What follows belongs to an exercise in optimizing a design on an open flow for a short achievable clock period and few clock cycles; a production flow would make more cautious choices. For this run, only the layout was checked, not whether the RTL still works. No activity file was given, so power comes from the tool's default toggle rates.

--- design.v ---
module delta_encoder #(
    parameter PAW = 6,         
    parameter HAW = 6          
) (
    input  wire        clk,
    input  wire        rst,
    input  wire        in_valid,
    output wire        in_ready,
    input  wire [63:0] in_prev,
    input  wire [63:0] in_cur,
    input  wire        in_last,
    output wire        out_valid,
    input  wire        out_ready,
    output wire [7:0]  out_data,
    output wire        out_last,
    output wire [23:0] out_dirty
);
    localparam PD = 1 << PAW;
    localparam HD = 1 << HAW;
    reg        rdy;
    reg        s_v;
    reg        s_last;
    reg [47:0] s_p, s_c;
    assign in_ready = rdy;
    always @(posedge clk) begin
        s_p    <= {in_prev[55:32], in_prev[23:0]};
        s_c    <= {in_cur[55:32],  in_cur[23:0]};
        s_last <= in_last;
        if (rst)
            s_v <= 1'b0;
        else
            s_v <= in_valid && rdy;
    end
    reg [47:0]    pmem [0:PD-1];
    reg [PAW:0]   pw, pr;
    reg [12:0]    hmem [0:HD-1];     
    reg [HAW:0]   hw, hr;
    reg [2:0]     slot;
    reg [7:0]     hdr;
    reg [3:0]     gcnt;
    wire       dirty    = s_v && (s_p != s_c);
    wire [7:0] hdr_n    = hdr | ({dirty, 7'd0} >> slot);
    wire [3:0] gcnt_n   = gcnt + {3'd0, dirty};
    wire       grp_done = s_v && (slot == 3'd7 || s_last);
    always @(posedge clk) begin
        if (s_v)
            pmem[pw[PAW-1:0]] <= s_c;
        if (grp_done)
            hmem[hw[HAW-1:0]] <= {s_last, gcnt_n, hdr_n};
        if (rst) begin
            pw   <= 0;
            hw   <= 0;
            slot <= 3'd0;
            hdr  <= 8'd0;
            gcnt <= 4'd0;
        end else begin
            if (dirty)
                pw <= pw + 1'b1;
            if (grp_done) begin
                hw   <= hw + 1'b1;
                slot <= 3'd0;
                hdr  <= 8'd0;
                gcnt <= 4'd0;
            end else if (s_v) begin
                slot <= slot + 3'd1;
                hdr  <= hdr_n;
                gcnt <= gcnt_n;
            end
        end
    end
    wire [PAW:0] pfill = pw - pr;
    wire [HAW:0] hfill = hw - hr;
    always @(posedge clk) begin
        if (rst)
            rdy <= 1'b0;
        else
            rdy <= (pfill <= PD - 3) && (hfill <= HD - 3);
    end
    reg [47:0] sh;          
    reg [2:0]  nb;          
    reg [3:0]  rem;         
    reg        glast;       
    reg [23:0] fdirty;      
    wire        room;
    wire [12:0] hhead = hmem[hr[HAW-1:0]];
    wire [47:0] phead = pmem[pr[PAW-1:0]];
    wire        have  = (nb != 3'd0) || (hfill != 0);
    wire        go    = room && have;
    wire        at_hdr = (nb == 3'd0);
    wire        load   = at_hdr ? (hhead[11:8] != 4'd0)
                                : (nb == 3'd1 && rem != 4'd0);
    wire        e_last = at_hdr ? (hhead[11:8] == 4'd0 && hhead[12])
                                : (nb == 3'd1 && rem == 4'd0 && glast);
    wire [7:0]  e_data = at_hdr ? hhead[7:0] : sh[7:0];
    always @(posedge clk) begin
        if (rst) begin
            nb     <= 3'd0;
            rem    <= 4'd0;
            glast  <= 1'b0;
            fdirty <= 24'd0;
            pr     <= 0;
            hr     <= 0;
        end else if (go) begin
            if (at_hdr) begin
                hr    <= hr + 1'b1;
                glast <= hhead[12];
            end
            if (load) begin
                sh     <= phead;
                nb     <= 3'd6;
                pr     <= pr + 1'b1;
                rem    <= at_hdr ? hhead[11:8] - 4'd1 : rem - 4'd1;
            end else if (!at_hdr) begin
                sh     <= {8'd0, sh[47:8]};
                nb     <= nb - 3'd1;
            end
            if (e_last)
                fdirty <= 24'd0;
            else if (load)
                fdirty <= fdirty + 24'd1;
        end
    end
    delta_ofifo #(.W(33), .AW(2)) u_out (
        .clk       (clk),
        .rst       (rst),
        .push      (go),
        .din       ({fdirty, e_last, e_data}),
        .room      (room),
        .out_valid (out_valid),
        .out_ready (out_ready),
        .dout      ({out_dirty, out_last, out_data})
    );
endmodule
module delta_apply_parser (
    input  wire        clk,
    input  wire        rst,
    input  wire        in_valid,
    output wire        in_ready,
    input  wire [7:0]  in_data,
    input  wire        in_last,
    input  wire [31:0] cap,         
    output wire        out_valid,
    input  wire        out_ready,
    output wire        out_end,
    output wire [23:0] out_pair,
    output wire [47:0] out_rgb,
    output wire [1:0]  out_err,
    output wire [23:0] out_info,
    output wire [23:0] out_count
);
    localparam [1:0] S_HDR   = 2'd0;
    localparam [1:0] S_PAY   = 2'd1;
    localparam [1:0] S_DRAIN = 2'd2;
    localparam [1:0] E_OK        = 2'd0;
    localparam [1:0] E_TRUNCATED = 2'd1;
    localparam [1:0] E_BUF_SMALL = 2'd2;
    reg        rdy;
    reg        s_v;
    reg [7:0]  s_d;
    reg        s_last;
    reg [28:0] s_cp;
    assign in_ready = rdy;
    always @(posedge clk) begin
        s_d    <= in_data;
        s_last <= in_last;
        s_cp   <= cap[31:3];
        if (rst)
            s_v <= 1'b0;
        else
            s_v <= in_valid && rdy;
    end
    reg [37:0] imem [0:3];      
    reg [2:0]  iw, ir;
    wire [2:0] ifill = iw - ir;
    wire       take;
    always @(posedge clk) begin
        if (s_v)
            imem[iw[1:0]] <= {s_cp, s_last, s_d};
        if (rst) begin
            iw  <= 3'd0;
            ir  <= 3'd0;
            rdy <= 1'b0;
        end else begin
            if (s_v)
                iw <= iw + 3'd1;
            if (take)
                ir <= ir + 3'd1;
            rdy <= (ifill <= 3'd1);
        end
    end
    wire [37:0] ihead = imem[ir[1:0]];
    wire [7:0]  b     = ihead[7:0];
    wire        blast = ihead[8];
    wire [28:0] bcp   = ihead[37:9];
    reg [1:0]  state;
    reg [7:0]  mask;        
    reg [20:0] grp;         
    reg [2:0]  slot;        
    reg [23:0] pos;         
    reg [23:0] hpos;        
    reg [47:0] q;           
    reg [2:0]  qn;          
    reg [23:0] cnt;         
    reg        e_pend;      
    reg [1:0]  e_err;
    reg [23:0] e_info;
    reg [23:0] e_cnt;
    wire        room;
    function [2:0] lead;
        input [7:0] h;
        begin
            if      (h[7]) lead = 3'd0;
            else if (h[6]) lead = 3'd1;
            else if (h[5]) lead = 3'd2;
            else if (h[4]) lead = 3'd3;
            else if (h[3]) lead = 3'd4;
            else if (h[2]) lead = 3'd5;
            else if (h[1]) lead = 3'd6;
            else           lead = 3'd7;
        end
    endfunction
    wire [2:0]  b_lead = lead(b);
    wire [2:0]  m_lead = lead(mask);
    wire [23:0] k      = {grp, slot};
    wire        k_out  = ({5'd0, k} >= bcp);
    wire [47:0] q_n    = {b, q[47:8]};
    assign take = room && (ifill != 3'd0);
    reg        rec;         
    reg        fin;         
    reg [1:0]  f_err;
    reg [23:0] f_info;
    always @(*) begin
        rec    = 1'b0;
        fin    = 1'b0;
        f_err  = E_OK;
        f_info = 24'd0;
        case (state)
            S_HDR: begin
                if (b != 8'd0 && blast) begin
                    fin    = 1'b1;
                    f_err  = E_TRUNCATED;
                    f_info = pos;
                end else if (blast) begin
                    fin    = 1'b1;
                end
            end
            S_PAY: begin
                if (qn == 3'd5) begin
                    if (k_out) begin
                        fin    = 1'b1;
                        f_err  = E_BUF_SMALL;
                        f_info = k;
                    end else begin
                        rec = 1'b1;
                        if (blast) begin
                            fin = 1'b1;
                            if (mask != 8'd0) begin
                                f_err  = E_TRUNCATED;
                                f_info = hpos;
                            end
                        end
                    end
                end else if (blast) begin
                    fin    = 1'b1;
                    f_err  = E_TRUNCATED;
                    f_info = hpos;
                end
            end
            default: ;
        endcase
    end
    wire        push = e_pend || (take && rec);
    wire [23:0] cnt_n = cnt + 24'd1;
    always @(posedge clk) begin
        if (take && state == S_PAY)
            q <= q_n;
        if (rst) begin
            state  <= S_HDR;
            mask   <= 8'd0;
            grp    <= 21'd0;
            slot   <= 3'd0;
            pos    <= 24'd0;
            hpos   <= 24'd0;
            qn     <= 3'd0;
            cnt    <= 24'd0;
            e_pend <= 1'b0;
            e_err  <= E_OK;
            e_info <= 24'd0;
            e_cnt  <= 24'd0;
        end else begin
            e_pend <= 1'b0;
            if (take) begin
                pos <= pos + 24'd1;
                if (rec)
                    cnt <= cnt_n;
                case (state)
                    S_HDR: begin
                        hpos <= pos;
                        if (b == 8'd0) begin
                            grp <= grp + 21'd1;
                        end else begin
                            slot  <= b_lead;
                            mask  <= b & ~(8'h80 >> b_lead);
                            qn    <= 3'd0;
                            state <= S_PAY;
                        end
                    end
                    S_PAY: begin
                        qn <= qn + 3'd1;
                        if (qn == 3'd5) begin
                            if (k_out) begin
                                state <= S_DRAIN;
                            end else if (mask != 8'd0) begin
                                slot <= m_lead;
                                mask <= mask & ~(8'h80 >> m_lead);
                                qn   <= 3'd0;
                            end else begin
                                grp   <= grp + 21'd1;
                                state <= S_HDR;
                            end
                        end
                    end
                    default: ;
                endcase
                if (fin) begin
                    e_pend <= 1'b1;
                    e_err  <= f_err;
                    e_info <= f_info;
                    e_cnt  <= rec ? cnt_n : cnt;
                end
                if (blast) begin
                    state <= S_HDR;
                    mask  <= 8'd0;
                    grp   <= 21'd0;
                    pos   <= 24'd0;
                    cnt   <= 24'd0;
                end
            end
        end
    end
    wire [1:0]  o_err;
    wire [23:0] o_info, o_cnt;
    delta_ofifo #(.W(123), .AW(2)) u_out (
        .clk       (clk),
        .rst       (rst),
        .push      (push),
        .din       (e_pend ? {1'b1, 24'd0, 48'd0, e_err, e_info, e_cnt}
                           : {1'b0, k, q_n, 2'd0, 24'd0, 24'd0}),
        .room      (room),
        .out_valid (out_valid),
        .out_ready (out_ready),
        .dout      ({out_end, out_pair, out_rgb, o_err, o_info, o_cnt})
    );
    assign out_err   = o_err;
    assign out_info  = o_info;
    assign out_count = o_cnt;
endmodule
module delta_stage (
    input  wire        clk,
    input  wire        rst,
    input  wire        enc_in_valid,
    output wire        enc_in_ready,
    input  wire [63:0] enc_in_prev,
    input  wire [63:0] enc_in_cur,
    input  wire        enc_in_last,
    output wire        enc_out_valid,
    input  wire        enc_out_ready,
    output wire [7:0]  enc_out_data,
    output wire        enc_out_last,
    output wire [23:0] enc_out_dirty,
    input  wire        dec_in_valid,
    output wire        dec_in_ready,
    input  wire [7:0]  dec_in_data,
    input  wire        dec_in_last,
    input  wire [31:0] dec_cap,
    output wire        dec_out_valid,
    input  wire        dec_out_ready,
    output wire        dec_out_end,
    output wire [23:0] dec_out_pair,
    output wire [47:0] dec_out_rgb,
    output wire [1:0]  dec_out_err,
    output wire [23:0] dec_out_info,
    output wire [23:0] dec_out_count
);
    delta_encoder u_enc (
        .clk       (clk),
        .rst       (rst),
        .in_valid  (enc_in_valid),
        .in_ready  (enc_in_ready),
        .in_prev   (enc_in_prev),
        .in_cur    (enc_in_cur),
        .in_last   (enc_in_last),
        .out_valid (enc_out_valid),
        .out_ready (enc_out_ready),
        .out_data  (enc_out_data),
        .out_last  (enc_out_last),
        .out_dirty (enc_out_dirty)
    );
    delta_apply_parser u_dec (
        .clk       (clk),
        .rst       (rst),
        .in_valid  (dec_in_valid),
        .in_ready  (dec_in_ready),
        .in_data   (dec_in_data),
        .in_last   (dec_in_last),
        .cap       (dec_cap),
        .out_valid (dec_out_valid),
        .out_ready (dec_out_ready),
        .out_end   (dec_out_end),
        .out_pair  (dec_out_pair),
        .out_rgb   (dec_out_rgb),
        .out_err   (dec_out_err),
        .out_info  (dec_out_info),
        .out_count (dec_out_count)
    );
endmodule
module delta_ofifo #(
    parameter W  = 8,
    parameter AW = 2
) (
    input  wire         clk,
    input  wire         rst,
    input  wire         push,
    input  wire [W-1:0] din,
    output reg          room,
    output reg          out_valid,
    input  wire         out_ready,
    output reg  [W-1:0] dout
);
    localparam D = 1 << AW;
    reg [W-1:0] mem [0:D-1];
    reg [AW:0]  wp, rp;
    wire [AW:0] cnt  = wp - rp;
    wire        pop  = (cnt != 0) && (!out_valid || out_ready);
    wire [AW:0] cnt2 = cnt + {{AW{1'b0}}, push} - {{AW{1'b0}}, pop};
    always @(posedge clk) begin
        if (push)
            mem[wp[AW-1:0]] <= din;
        if (pop)
            dout <= mem[rp[AW-1:0]];
        if (rst) begin
            wp        <= 0;
            rp        <= 0;
            room      <= 1'b0;
            out_valid <= 1'b0;
        end else begin
            if (push)
                wp <= wp + 1'b1;
            if (pop)
                rp <= rp + 1'b1;
            if (pop)
                out_valid <= 1'b1;
            else if (out_ready)
                out_valid <= 1'b0;
            room <= (cnt2 <= D - 2);
        end
    end
endmodule
--- run.sh ---
#!/bin/bash
# synth_recipe.tcl (not shown) runs the flow's synth.tcl, then flattens the netlist and writes it again
# the make line also repeats each setting of config.mk as NAME=value (left out here)
make -C /OpenROAD-flow-scripts/flow DESIGN_CONFIG=/design/flow/config.mk WORK_HOME=/design/flow/orfs CLKGATE_MAP_FILE= SYNTH_SCRIPT=/design/flow/synth_recipe.tcl finish
--- config.mk ---
export PLATFORM = sky130hd
export DESIGN_NAME = delta_stage
export DESIGN_NICKNAME = delta_stage
export VERILOG_FILES = /design/flow/design.v
export SDC_FILE = /design/flow/constraint.sdc
export NUM_CORES = 4
export LEC_CHECK = 0
export CAP_MARGIN = 20
export CORE_MARGIN = 2
export CORE_UTILIZATION = 30
export SLEW_MARGIN = 20
--- constraint.sdc ---
create_clock -name core_clock -period 5.5 [get_ports {clk}]
set_input_delay 1.1000 -clock core_clock [delete_from_list [all_inputs] [get_ports {clk}]]
set_output_delay 1.1000 -clock core_clock [all_outputs]
set_load 0.01 [all_outputs]
==> impl_metrics.json <==
{
  "fin_crit_sh": 0.858,
  "tightest_slew_ps": 1200,
  "nNetsFinal": 10200,
  "cap_violations": 0,
  "post-cts-setup-buffers": 0,
  "synth_warnings": 4,
  "status": "complete, no violations",
  "setup_viol": 0,
  "power_frac_clock": 0.374,
  "clk_pin_slew_ps": 60,
  "cts_resized": 0,
  "dieArea_um2": 681000,
  "worst-path-buf-inv": 3,
  "synth_area_leaders": "edfxtp_1 73%, mux4_2 16%, dfxtp_1 4.1%",
  "rsz0062_at_grt": "no",
  "syn_area_um2": 202000,
  "critPathLaunchType": "register",
  "switching_share": 0.247,
  "holdBufCountCts": 0,
  "grt_usage": 0.151,
  "ant_nets": 0,
  "synth_top_area_share": 0.731,
  "skew_ps": 87.4,
  "fmax_ghz": 0.212,
  "worstPathCellList": "buf_4 > buf_4 > mux4_2 > nand2_1 > nand3_1 > nor3_1 > nor4_1 > inv_1 > o22ai_2 > o21a_1 > nor2_4 > a221o_1",
  "max_stage_delay_ps": 980,
  "gp_congestion": 0.805,
  "final_cell_area_um2": 237000,
  "crit_top_cell": "buf_4",
  "grt_first_pass_wirelength_mm": 747,
  "power.share.combinational": 0.149,
  "leakagePower_nw": 71.6,
  "ys_seq_area_frac": 0.772,
  "viasPerCell": 5.02,
  "port_buffers": 300,
  "utilization": 0.353,
  "cts_tree": "yes",
  "path_delay_family": "simple AND/OR/NAND/NOR gates",
  "num_rows": 301,
  "syn_area_per_cell_um2": 22.1,
  "critPathRequiredTime_ps": 6440,
  "drive_above_1_share": 0.275,
  "first_global_vias": 96000,
  "coreArea_um2": 672000,
  "power.switching_mw": 24.2,
  "clockBufferDepth": 4,
  "yosysMostFrequentCell": "edfxtp_1",
  "ys_types": 92,
  "synth_ff_type": "edfxtp_1",
  "die_h_um": 825,
  "final_cell_count_no_fill": 19400,
  "cp_max_fo": 36,
  "start_util": 0.301,
  "ys_ff_latch": 5334,
  "final.min_clock_period_ps": 4720,
  "ys_top_cells_by_count": "4924 x edfxtp_1, 1427 x mux4_2, 410 x dfxtp_1, 340 x nor2_1, 301 x clkbuf_1",
  "syn_nets": 9419,
  "grt_max_degree": 90,
  "hpwl_mm": 308,
  "place_area_um2": 220000,
  "cts.sinks": 5334,
  "die_w_um": 825,
  "async_flop_share": 0,
  "arrival_ps": 5660,
  "first_iter_violations": 11400,
  "fill_cells": 61600,
  "clk_latency_ps": 1090,
  "antenna_found_initial": 28,
  "dr.pass1.iters": 7,
  "vias": 97100,
  "crit_path_end_kind": "register",
  "drt_wl_total_mm": 533,
  "wl_per_cell_um": 27.5,
  "dp.cells": 18300,
  "htreeDepth": 6,
  "hold_path_class": "reg2reg",
  "relSlewSlack": 0.197,
  "finalHoldViolations": 0,
  "seq_power_share": 0.476,
  "worstSetupPathType": "reg2reg",
  "synth_edf_count": 4924,
  "grt_overflow": 0,
  "slew_violations": 0,
  "vdd.ir_drop.worst_mv": 0.442,
  "root_buffer": "clkbuf_16",
  "syn-instance-count": 9160,
  "tns_ps": 0,
  "area_growth_pct": 17.4,
  "slowest_stage": "nor4_1",
  "io_pins": 336,
  "power_density_nw_per_um2": 413,
  "worst_hold_slack_ps": 438,
  "cts_buffers": 571,
  "yosysTopAreaCell": "edfxtp_1",
  "internal_power_mw": 73.8,
  "route.detailed.drc": 0
}
==> routing by layer <==
metal	share of wire	global-route usage	up-vias
li1	-	-	39800
met3	0.070	0.0250	734
met4	0.030	0.0426	2
met2	0.48	0.248	3976
met1	0.42	0.209	52600
met5	0.000024	0	-
==> layout by cell type, fill, tap and decap left out, types with 46 or more instances in the layout <==
cell | synthesis | layout
nand3_1 | 79 | 79
inv_1 | 88 | 87
mux4_2 | 1427 | 1427
nor2b_1 | 109 | 103
buf_4 | 7 | 274
nor2_4 | 1 | 70
clkbuf_16 | 0 | 581
clkdlybuf4s50_1 | 0 | 299
buf_12 | 0 | 101
mux2i_1 | 55 | 55
o21ai_0 | 74 | 74
nand2_1 | 209 | 209
xnor2_1 | 115 | 112
clkbuf_1 | 301 | 150
dfxtp_1 | 410 | 344
nor2_1 | 340 | 231
clkinv_2 | 0 | 64
a21oi_1 | 150 | 148
dfxtp_2 | 0 | 53
clkinv_1 | 0 | 120
and2_1 | 69 | 64
ha_1 | 76 | 74
edfxtp_1 | 4924 | 4924
mux2_2 | 46 | 46
==> metrics by stage <==
| step | total power, mW | setup WS [ps] |
|---|---|---|
| 6_report | 98.1 | 782 |
| 2_1_floorplan | 56.9 | 40.1 |
| 3_3_place_gp | 62.4 | 813 |
| 4_1_cts | 99.2 | 775 |
| 3_5_place_dp | 62.5 | 806 |
| 5_1_grt | 102 | 559 |
==> layout make-up <==
type / count / area [um^2] / share of cell area
Inverter: 89 / 334 / 0.00141
Clock buffer: 739 / 15200 / 0.0641
Timing Repair Buffer: 680 / 7160 / 0.0302
Antenna cell: 26 / 65.1 / 0.000274
Multi-Input combinational cell: 3275 / 44800 / 0.189
Clock inverter: 280 / 2470 / 0.0104
Sequential cell: 5334 / 156000 / 0.658
Tap cell: 8938 / 11200 / 0.0471
==> power groups by stage <==
stage,Sequential [mW],Clock (mW),Combinational [mW]
after floorplan,47.5,0,9.40
after global placement,47.6,0,14.8
after detailed placement,47.6,0,14.9
after CTS,46.7,37.5,14.9
after global routing,46.8,39.1,15.7
final,46.7,36.7,14.7
==> path summary, 6_finish.rpt <==
path,end,cells past startpoint,start,slack [ps]
max,u_enc.fdirty[2]$_SDFFE_PP0P_,12,register,780
min,u_dec.q[13]$_DFFE_PP_,0,u_dec.q[21]$_DFFE_PP_,440
max reg2reg,u_enc.fdirty[2]$_SDFFE_PP0P_,12,register,780
min reg2reg,u_dec.q[13]$_DFFE_PP_,0,u_dec.q[21]$_DFFE_PP_,440
==> flip-flops by register name, indices dropped and copies added (netlist names), 8 cells and up, named ones only <==
register          count
u_enc.fdirty         24
u_dec.hpos           24
u_enc.hmem          832
u_dec.s_d             8
u_dec.u_out.mem     492
u_enc.u_out.mem     132
u_dec.s_cp           29
u_dec.mask            8
u_dec.q              40
u_dec.imem          152
u_enc.pmem         3072
u_enc.hdr             8
u_dec.e_info         24
u_enc.s_p            48
u_dec.pos            24
u_enc.u_out.dout     33
u_enc.sh             48
u_dec.u_out.dout    123
u_dec.grp            21
u_enc.s_c            48
u_dec.e_cnt          24
u_dec.cnt            24
==> logic make-up after synthesis <==
| logic type | count (synthesis) | synth area share |
|---|---|---|
| fa+ha+maj | 83 | 0.00539 |
| xor+xnor | 159 | 0.00688 |
| buf+inv | 551 | 0.0110 |
| compound gates | 464 | 0.0153 |
| mux | 1532 | 0.165 |
| flops | 5334 | 0.772 |
| simple gates | 1037 | 0.0252 |

## separate check: timing with driven ports
How much do the figures lean on ideal ports? The routed layout below was timed once more, with nothing changed but the port constraints.
Step 1: set_driving_cell puts a clkbuf_16 on clk and a buf_2 on each other input, an assumption about the parent block.
Step 2, shift: input delay + t, output delay - t, t = (earliest + latest rising clock arrival at the registers) / 2. This alone moves slack from input paths to output paths.
a / b / c = no drivers / after step 1 / after step 2; a / b = the first two.
t, ns: 1.173
slack for setup (ns): 0.782 / 0.782 / 0.782
worst setup path after step 2: register to register
After both steps setup and hold are still met in this run. For this run, drivers alone change the setup slack by 0.000 ns; drivers and shift together by 0.000 ns.
